This design comes from an exercise in tuning for small area, a short achievable clock period and few clock cycles per item on the open sky130 flow, not from production work.
At most, simulation tests tie the RTL to the original design; equivalence was not proved.

// ct_meas
module ct_meas (
    input  wire        clk,
    input  wire        rst,         
    input  wire        start,       
    input  wire        mode,        
    input  wire [1:0]  chan,        
    input  wire [15:0] raw,         
    output reg         ready,
    output reg         done,
    output reg         accept,
    output reg  [1:0]  chan_next,
    output wire [34:0] ohms,
    output wire [15:0] vmv,
    output wire [27:0] digits,      
    output reg         alert
);
Size: ~160 flip-flops, about 110 I/O pins, roughly 13000 sq um of cells after synthesis.
export LEC_CHECK = 0
export CAP_MARGIN = 20
export CORE_MARGIN = 2
export CORE_UTILIZATION = 60
export CTS_BUF_LIST = sky130_fd_sc_hd__clkbuf_4 sky130_fd_sc_hd__clkbuf_8
export PLACE_DENSITY = 0.65
export SETUP_SLACK_MARGIN = 5
export SLEW_MARGIN = 20
create_clock -name core_clock -period 10.0 [get_ports {clk}]
standard.sh (not shown) runs the stock make flow with config.mk's settings and CLKGATE_MAP_FILE= SYNTH_SCRIPT=/design/flow/synth_recipe.tcl, a recipe that flattens the netlist after the stock synthesis.
==> flow/flow/run.sh <==
#!/bin/bash
# Own flow: the standard layout (standard synthesis unchanged), with
# - port buffers of a plain buffer cell (every port still gets one).
set -euo pipefail
MARGIN=$(cat flow/margin.txt)
PORTBUF=$(cat flow/portbuf.txt)
bash standard.sh SETUP_SLACK_MARGIN="$MARGIN" "BUFFER_PORTS_ARGS=-buffer_cell $PORTBUF" finish > flow_standard.log 2>&1
==> flow/flow/margin.txt <==
5.5
==> flow/flow/portbuf.txt <==
sky130_fd_sc_hd__buf_2
The baseline completed with no timing, DRC or antenna violations.
Edit:
--- a/flow/design.v
+++ b/flow/design.v
@@ -13,19 +13,17 @@
     output wire [15:0] vmv,
     output wire [27:0] digits,      
     output reg         alert
 );
     localparam [1:0] F_IDLE  = 2'd0,
                      F_NODIV = 2'd1,
                      F_DIV   = 2'd2;
-    localparam [26:0] VDIV  = 27'd48904255;    
-    localparam [26:0] VDIV3 = 27'd12495037;    
+    localparam [26:0] VDIV = 27'd48904255;     
     reg [1:0]  state;
     reg [15:0] s;
-    reg [17:0] s6;             
     reg [1:0]  ch;
     reg        md;
     reg        slo, shi;       
     reg [26:0] rem;            
     reg [4:0]  cnt;            
     reg        step1, step2;   
     reg [1:0]  xb;             
@@ -88,23 +86,22 @@
     wire [15:0] vtail = neg ? 16'd58368 : 16'd8192;
     wire [35:0] xres  = {kc, s};                  
     wire [1:0]  xb_nx = ready ? xb_init :
                         c_nx < 6'd2 ? 2'b00 :
                         md ? {vtail[c_nx[3:0] - 4'd1], vtail[c_nx[3:0] - 4'd2]} :
                         {xres[c_nx - 6'd1], xres[c_nx - 6'd2]};
     wire        sgn   = rem[26];
-    wire [26:0] t     = {rem[25:0], xb[1]};            
-    wire [26:0] t4    = {rem[24:0], xb};               
-    wire [26:0] dvs   = md ? VDIV : {10'd0, s, 1'b0};   
-    wire [26:0] dvs3  = md ? VDIV3 : {9'd0, s6};        
+    wire [26:0] t     = {rem[25:0], xb[1]};
+    wire [26:0] dvs   = md ? VDIV : {10'd0, s, 1'b0};
     wire [27:0] ad_w  = {t, 1'b1} + {dvs ^ {27{!sgn}}, !sgn};    
-    wire        sgn2  = ad_w[27];
-    wire [27:0] adp_w = {t4, 1'b1} + {sgn ? dvs : ~dvs3, !sgn};
-    wire [27:0] adn_w = {t4, 1'b1} + {sgn ? dvs3 : ~dvs, !sgn};
-    wire [26:0] rem_n = sgn2 ? adn_w[27:1] : adp_w[27:1];
+    wire [26:0] rem_1 = ad_w[27:1];
+    wire        sgn2  = rem_1[26];
+    wire [26:0] t2    = {rem_1[25:0], xb[0]};
+    wire [27:0] ad2_w = {t2, 1'b1} + {dvs ^ {27{!sgn2}}, !sgn2};
+    wire [26:0] rem_n = ad2_w[27:1];
     wire [1:0]  qb    = {!sgn2, !rem_n[26]};
     function automatic [27:0] add3(input [27:0] b);
         integer n;
         reg [3:0] d;
         begin
             for (n = 0; n < 7; n = n + 1) begin
                 d = b[4*n +: 4];
@@ -158,15 +155,14 @@
     always @(*) begin
         for (i = 0; i < 7; i = i + 1)
             bcd_cor[4*i +: 4] = dcy[i] ? xs[4*i +: 4] : xs[4*i +: 4] - 4'd6;
     end
     always @(posedge clk) begin
         if (ready) begin
             s   <= raw;
-            s6  <= {raw, 2'b00} + {1'b0, raw, 1'b0};
             ch  <= chan;
             md  <= mode;
             slo <= in_lo;
             shi <= in_hi;
         end
         rem   <= ready ? rem_init : rem_n;
         cnt   <= ready ? cnt_init : cnt - 5'd1;
After rerunning:
- The new run finished with timing, DRC and antenna clean
- area after synthesis came out lower by 6.7%
- global-route usage is higher by 1.2 points
- critical path depth goes down by 3
- count of clock-buffer cells in the layout stays the same
- maximum frequency goes down by 10%
- setup slack got worse by 0.63 ns
Function was not checked in any run of this note: the RTL went through the layout flow alone.


The RTL this note starts from:
==> flow/design.v <==
module ct_meas (
    input  wire        clk,
    input  wire        rst,         
    input  wire        start,       
    input  wire        mode,        
    input  wire [1:0]  chan,        
    input  wire [15:0] raw,         
    output wire        ready,
    output reg         done,
    output reg         accept,
    output reg  [1:0]  chan_next,
    output wire [34:0] ohms,
    output wire [15:0] vmv,
    output wire [27:0] digits,      
    output wire        alert
);
    localparam [1:0] F_IDLE = 2'd0,
                     F_INIT = 2'd1,
                     F_DIV  = 2'd2;
    localparam [26:0] VDIV = 27'd48904255;     
    reg [1:0]  state;
    reg [15:0] s;
    reg [1:0]  ch;
    reg        md;
    reg        slo, shi;       
    reg        nodiv;          
    reg [26:0] rem;            
    reg [5:0]  cnt;            
    reg        first;          
    reg        xb;             
    reg        qd;             
    reg [34:0] q;
    reg [27:0] bcd;
    reg        fin;            
    reg        b_md, b_neg, b_acc;
    reg [1:0]  b_ch, b_cn;
    reg        vneg;           
    reg        rmode;          
    wire neg  = s[15];
    wire last = (cnt == 6'd1);
    assign ohms   = q;
    assign vmv    = q[15:0] ^ {16{vneg}};
    assign digits = bcd;
    assign alert  = rmode && (q[34:7] == 28'd0) && (q[6:0] <= 7'd80);
    assign ready = (state == F_IDLE) || (state == F_INIT && nodiv) ||
                   (state == F_DIV && last);
    wire take = start && ready;
    wire signed [15:0] sraw = raw;
    wire in_lo  = (sraw <= 16'sd8000);
    wire in_hi  = (sraw >= 16'sd24000);
    wire in_pos = !raw[15] && (raw != 16'd0);
    wire in_acc = (!in_lo && !in_hi) || (chan == 2'd3 && in_lo) ||
                  (chan == 2'd0 && in_hi);
    wire in_nodiv = !mode && (!in_acc || !in_pos);
    wire       acc_i = md || (!slo && !shi) || (ch == 2'd3 && slo) ||
                       (ch == 2'd0 && shi);
    wire [1:0] cn_i  = (md || acc_i) ? ch : slo ? ch + 2'd1 : ch - 2'd1;
    wire [1:0] lsel = s[14] ? 2'd3 : (s[13] || ch != 2'd3) ? 2'd2 : s[12] ? 2'd1 : 2'd0;
    reg [15:0] r_init;
    reg [5:0]  k_init;
    reg        x_init;
    always @(*) begin
        case ({ch, lsel})
            {2'd0, 2'd3}: begin r_init = 16'd15776; k_init = 6'd12; x_init = 1'b0; end
            {2'd0, 2'd2}: begin r_init = 16'd7888; k_init = 6'd13; x_init = 1'b0; end
            {2'd1, 2'd3}: begin r_init = 16'd9750; k_init = 6'd16; x_init = 1'b0; end
            {2'd1, 2'd2}: begin r_init = 16'd4875; k_init = 6'd17; x_init = 1'b0; end
            {2'd2, 2'd3}: begin r_init = 16'd12500; k_init = 6'd19; x_init = 1'b0; end
            {2'd2, 2'd2}: begin r_init = 16'd6250; k_init = 6'd20; x_init = 1'b0; end
            {2'd3, 2'd3}: begin r_init = 16'd10437; k_init = 6'd22; x_init = 1'b1; end
            {2'd3, 2'd2}: begin r_init = 16'd5218; k_init = 6'd23; x_init = 1'b1; end
            {2'd3, 2'd1}: begin r_init = 16'd2609; k_init = 6'd24; x_init = 1'b0; end
            {2'd3, 2'd0}: begin r_init = 16'd0; k_init = 6'd36; x_init = 1'b1; end
            default: begin r_init = 16'bx; k_init = 6'bx; x_init = 1'bx; end
        endcase
    end
    wire [26:0] rem_init = md ? {1'b0, {s, 10'd746} ^ {26{neg}}} : {11'd0, r_init};
    wire [5:0]  cnt_init = md ? 6'd15 : k_init;
    wire        xb_init  = md ? neg : x_init;
    reg [19:0] kc;
    always @(*) begin
        case (ch)
            2'd0:    kc = 20'd986;
            2'd1:    kc = 20'd9750;
            2'd2:    kc = 20'd100000;
            default: kc = 20'd668000;
        endcase
    end
    wire [3:0]  vidx  = cnt[3:0] - 4'd2;
    wire [14:0] vtail = neg ? 15'd25600 : 15'd8192;
    wire [5:0]  kidx  = cnt - 6'd18;
    wire        xb_nx = (state == F_INIT) ? xb_init :
                        md ? (cnt >= 6'd2 && vtail[vidx])
                           : (cnt >= 6'd18 && kc[kidx[4:0]]);
    reg [27:0] kb6;
    always @(*) begin
        case ({b_md, b_ch})
            3'd0:    kb6 = 28'hFFFF67A;    
            3'd1:    kb6 = 28'hFFF68B6;    
            3'd2:    kb6 = 28'hFF66666;    
            3'd3:    kb6 = 28'hF998666;    
            default: kb6 = 28'h6666666;
        endcase
    end
    wire        sgn   = rem[26];
    wire [26:0] t     = {rem[25:0], xb};
    wire [26:0] dvs   = md ? VDIV : {11'd0, s};
    wire [26:0] ad_a  = fin ? bcd[26:0] : t;
    wire [26:0] ad_b  = fin ? kb6[26:0] : (dvs ^ {27{!sgn}});
    wire        ad_c  = fin ? (b_md ? b_neg : qd) : !sgn;
    wire [27:0] ad_s  = {1'b0, ad_a} + {1'b0, ad_b} + {27'd0, ad_c};
    wire [26:0] rem_n = ad_s[26:0];
    wire        qb    = !ad_s[26];
    reg [27:0] bcd_adj;
    reg [3:0]  dd;
    integer i;
    always @(*) begin
        for (i = 0; i < 7; i = i + 1) begin
            dd = bcd[4*i +: 4];
            bcd_adj[4*i+3] = dd[3] | (dd[2] & dd[1]) | (dd[2] & dd[0]);
            bcd_adj[4*i+2] = (dd[3] & dd[0]) | (dd[2] & !dd[1] & !dd[0]);
            bcd_adj[4*i+1] = (dd[3] & !dd[0]) | (!dd[2] & dd[1]) | (dd[1] & dd[0]);
            bcd_adj[4*i+0] = (dd[3] & !dd[0]) | (!dd[3] & !dd[2] & dd[0]) |
                             (dd[2] & dd[1] & !dd[0]);
        end
    end
    wire qin = md ? qb : (qd && !first);
    reg [19:0] kneg;
    always @(*) begin
        case ({b_md, b_ch})
            3'd0:    kneg = 20'd1047590;  
            3'd1:    kneg = 20'd1038826;  
            3'd2:    kneg = 20'd948576;   
            3'd3:    kneg = 20'd380576;   
            default: kneg = 20'd0;
        endcase
    end
    wire [20:0] lo_s  = {1'b0, q[19:0]} + {1'b0, kneg} + {20'd0, !b_md && qd};
    wire [14:0] hi_m1 = q[34:20] - 15'd1;
    wire [34:0] q_cor = {(!b_md && !lo_s[20]) ? hi_m1 : q[34:20], lo_s[19:0]};
    wire [27:0] xs    = {bcd[27] ^ kb6[27] ^ ad_s[27], ad_s[26:0]};
    wire [6:0]  dcy;
    genvar g;
    generate
        for (g = 0; g < 6; g = g + 1) begin : dcarry
            assign dcy[g] = xs[4*g+4] ^ bcd[4*g+4] ^ kb6[4*g+4];
        end
    endgenerate
    assign dcy[6] = (bcd[27] & kb6[27]) | (ad_s[27] & (bcd[27] ^ kb6[27]));
    reg [27:0] bcd_cor;
    always @(*) begin
        for (i = 0; i < 7; i = i + 1)
            bcd_cor[4*i +: 4] = dcy[i] ? xs[4*i +: 4] : xs[4*i +: 4] - 4'd6;
    end
    always @(posedge clk) begin
        if (take) begin
            s     <= raw;
            ch    <= chan;
            md    <= mode;
            slo   <= in_lo;
            shi   <= in_hi;
            nodiv <= in_nodiv;
        end
        rem   <= (state == F_INIT) ? rem_init : rem_n;
        cnt   <= (state == F_INIT) ? cnt_init : cnt - 6'd1;
        xb    <= xb_nx;
        qd    <= qb;
        first <= (state == F_INIT);
        if (state == F_INIT) begin
            b_md  <= md;
            b_neg <= neg;
            b_ch  <= ch;
            b_acc <= acc_i;
            b_cn  <= cn_i;
        end
        if (fin) begin
            q         <= q_cor;
            bcd       <= bcd_cor;
            accept    <= b_acc;
            chan_next <= b_cn;
            vneg      <= b_md && b_neg;
            rmode     <= !b_md;
        end else if (first) begin
            q   <= {34'd0, qin};
            bcd <= {27'd0, qin};
        end else begin
            q   <= {q[33:0], qin};
            bcd <= {bcd_adj[26:0], qin};
        end
        if (rst) begin
            state <= F_IDLE;
            fin   <= 1'b0;
            done  <= 1'b0;
        end else begin
            done <= fin;
            fin  <= (state == F_INIT && nodiv) || (state == F_DIV && last);
            case (state)
                F_IDLE: if (take) state <= F_INIT;
                F_INIT: state <= nodiv ? (take ? F_INIT : F_IDLE) : F_DIV;
                default: if (last) state <= take ? F_INIT : F_IDLE;
            endcase
        end
    end
endmodule
Settings: LEC_CHECK=0, CAP_MARGIN=20, CORE_MARGIN=2, CORE_UTILIZATION=40, SETUP_SLACK_MARGIN=5, SLEW_MARGIN=20; clock period 10.0 ns.
==> flow/flow/run.sh <==
#!/bin/bash
set -euo pipefail
MARGIN=$(cat flow/margin.txt)
bash standard.sh SETUP_SLACK_MARGIN="$MARGIN" finish > flow_standard.log 2>&1
==> flow/flow/margin.txt <==
6.5
Testbench counts at the start, summed over its fixed seeds: cycles 30,778, items 2,048.
Then changed:
--- a/flow/design.v
+++ b/flow/design.v
@@ -10,11 +10,11 @@
     output reg         accept,
     output reg  [1:0]  chan_next,
     output wire [34:0] ohms,
     output wire [15:0] vmv,
     output wire [27:0] digits,      
-    output wire        alert
+    output reg         alert
 );
     localparam [1:0] F_IDLE = 2'd0,
                      F_INIT = 2'd1,
                      F_DIV  = 2'd2;
     localparam [26:0] VDIV = 27'd48904255;     
@@ -30,20 +30,18 @@
     reg        xb;             
     reg        qd;             
     reg [34:0] q;
     reg [27:0] bcd;
     reg        fin;            
-    reg        b_md, b_neg, b_acc;
+    reg        b_md, b_neg, b_acc, b_al;
     reg [1:0]  b_ch, b_cn;
     reg        vneg;           
-    reg        rmode;          
     wire neg  = s[15];
     wire last = (cnt == 6'd1);
     assign ohms   = q;
     assign vmv    = q[15:0] ^ {16{vneg}};
     assign digits = bcd;
-    assign alert  = rmode && (q[34:7] == 28'd0) && (q[6:0] <= 7'd80);
     assign ready = (state == F_IDLE) || (state == F_INIT && nodiv) ||
                    (state == F_DIV && last);
     wire take = start && ready;
     wire signed [15:0] sraw = raw;
     wire in_lo  = (sraw <= 16'sd8000);
@@ -103,15 +101,13 @@
         endcase
     end
     wire        sgn   = rem[26];
     wire [26:0] t     = {rem[25:0], xb};
     wire [26:0] dvs   = md ? VDIV : {11'd0, s};
-    wire [26:0] ad_a  = fin ? bcd[26:0] : t;
-    wire [26:0] ad_b  = fin ? kb6[26:0] : (dvs ^ {27{!sgn}});
-    wire        ad_c  = fin ? (b_md ? b_neg : qd) : !sgn;
-    wire [27:0] ad_s  = {1'b0, ad_a} + {1'b0, ad_b} + {27'd0, ad_c};
-    wire [26:0] rem_n = ad_s[26:0];
+    wire [27:0] ad_w  = {t, 1'b1} + {dvs ^ {27{!sgn}}, !sgn};    
+    wire [26:0] ad_s  = ad_w[27:1];
+    wire [26:0] rem_n = ad_s;
     wire        qb    = !ad_s[26];
     reg [27:0] bcd_adj;
     reg [3:0]  dd;
     integer i;
     always @(*) begin
@@ -133,22 +129,24 @@
             3'd2:    kneg = 20'd948576;   
             3'd3:    kneg = 20'd380576;   
             default: kneg = 20'd0;
         endcase
     end
-    wire [20:0] lo_s  = {1'b0, q[19:0]} + {1'b0, kneg} + {20'd0, !b_md && qd};
+    wire [21:0] lo_w  = {1'b0, q[19:0], 1'b1} + {1'b0, kneg, !b_md && qd};
+    wire [20:0] lo_s  = lo_w[21:1];
     wire [14:0] hi_m1 = q[34:20] - 15'd1;
     wire [34:0] q_cor = {(!b_md && !lo_s[20]) ? hi_m1 : q[34:20], lo_s[19:0]};
-    wire [27:0] xs    = {bcd[27] ^ kb6[27] ^ ad_s[27], ad_s[26:0]};
+    wire [29:0] bc_w  = {1'b0, bcd, 1'b1} + {1'b0, kb6, b_md ? b_neg : qd};
+    wire [27:0] xs    = bc_w[28:1];
     wire [6:0]  dcy;
     genvar g;
     generate
         for (g = 0; g < 6; g = g + 1) begin : dcarry
             assign dcy[g] = xs[4*g+4] ^ bcd[4*g+4] ^ kb6[4*g+4];
         end
     endgenerate
-    assign dcy[6] = (bcd[27] & kb6[27]) | (ad_s[27] & (bcd[27] ^ kb6[27]));
+    assign dcy[6] = bc_w[29];
     reg [27:0] bcd_cor;
     always @(*) begin
         for (i = 0; i < 7; i = i + 1)
             bcd_cor[4*i +: 4] = dcy[i] ? xs[4*i +: 4] : xs[4*i +: 4] - 4'd6;
     end
@@ -170,18 +168,19 @@
             b_md  <= md;
             b_neg <= neg;
             b_ch  <= ch;
             b_acc <= acc_i;
             b_cn  <= cn_i;
+            b_al  <= !md && ch == 2'd0 && !neg && s >= 16'd30295;
         end
         if (fin) begin
             q         <= q_cor;
             bcd       <= bcd_cor;
             accept    <= b_acc;
             chan_next <= b_cn;
             vneg      <= b_md && b_neg;
-            rmode     <= !b_md;
+            alert     <= b_al;
         end else if (first) begin
             q   <= {34'd0, qin};
             bcd <= {27'd0, qin};
         end else begin
             q   <= {q[33:0], qin};
Result: The changed run went through all stages and came out clean; worst setup slack improved by 0.34 ns; die area grows by 2.6%; wire length went down by 9.9%; design area shrinks by 2.1%; maximum frequency rises by 9.2%; global-route usage is lower by 3.7 points.
Testbench counts after the change, summed over its fixed seeds: cycles 30,778, items 2,048.

==> static timing again, ports no longer ideal <==
In the flow no input, the clock included, has a driving cell. The finished layouts below were timed again as built, in two steps. Step 1 (the two cells are an assumption about what drives the block):
set clk [get_ports {clk}]
set_driving_cell -lib_cell sky130_fd_sc_hd__clkbuf_16 $clk
set_driving_cell -lib_cell sky130_fd_sc_hd__buf_2 [delete_from_list [all_inputs] $clk]
Step 2, shift: input delay + t, output delay - t, t = (earliest + latest rising clock arrival at the registers) / 2. This alone moves slack from input paths to output paths. Slacks: no drivers / after step 1 / after step 2; pairs: no drivers / after step 1.
run | shift t [ns] | slack for setup (ns) | clock arrival spread, ns | slew at the worst register clock pin (ns) | worst slew at a driven data input, ns
the first run of note 1 | 0.507 | 4.610 / 4.610 / 4.610 | 0.019 / 0.020 | 0.11 / 0.11 | 0.04
the second run of note 1 | 0.504 | 3.979 / 3.979 / 3.979 | 0.022 / 0.022 | 0.11 / 0.11 | 0.03
the first run of note 2 | 0.475 | 5.969 / 5.922 / 6.159 | 0.009 / 0.010 | 0.07 / 0.07 | 0.03
the second run of note 2 | 0.473 | 6.310 / 6.310 / 6.198 | 0.015 / 0.015 | 0.07 / 0.07 | 0.03
After both steps every run listed still meets setup and hold. For the second run of note 2, which loses most, drivers alone change the setup slack by 0.000 ns; drivers and shift together by -0.112 ns.
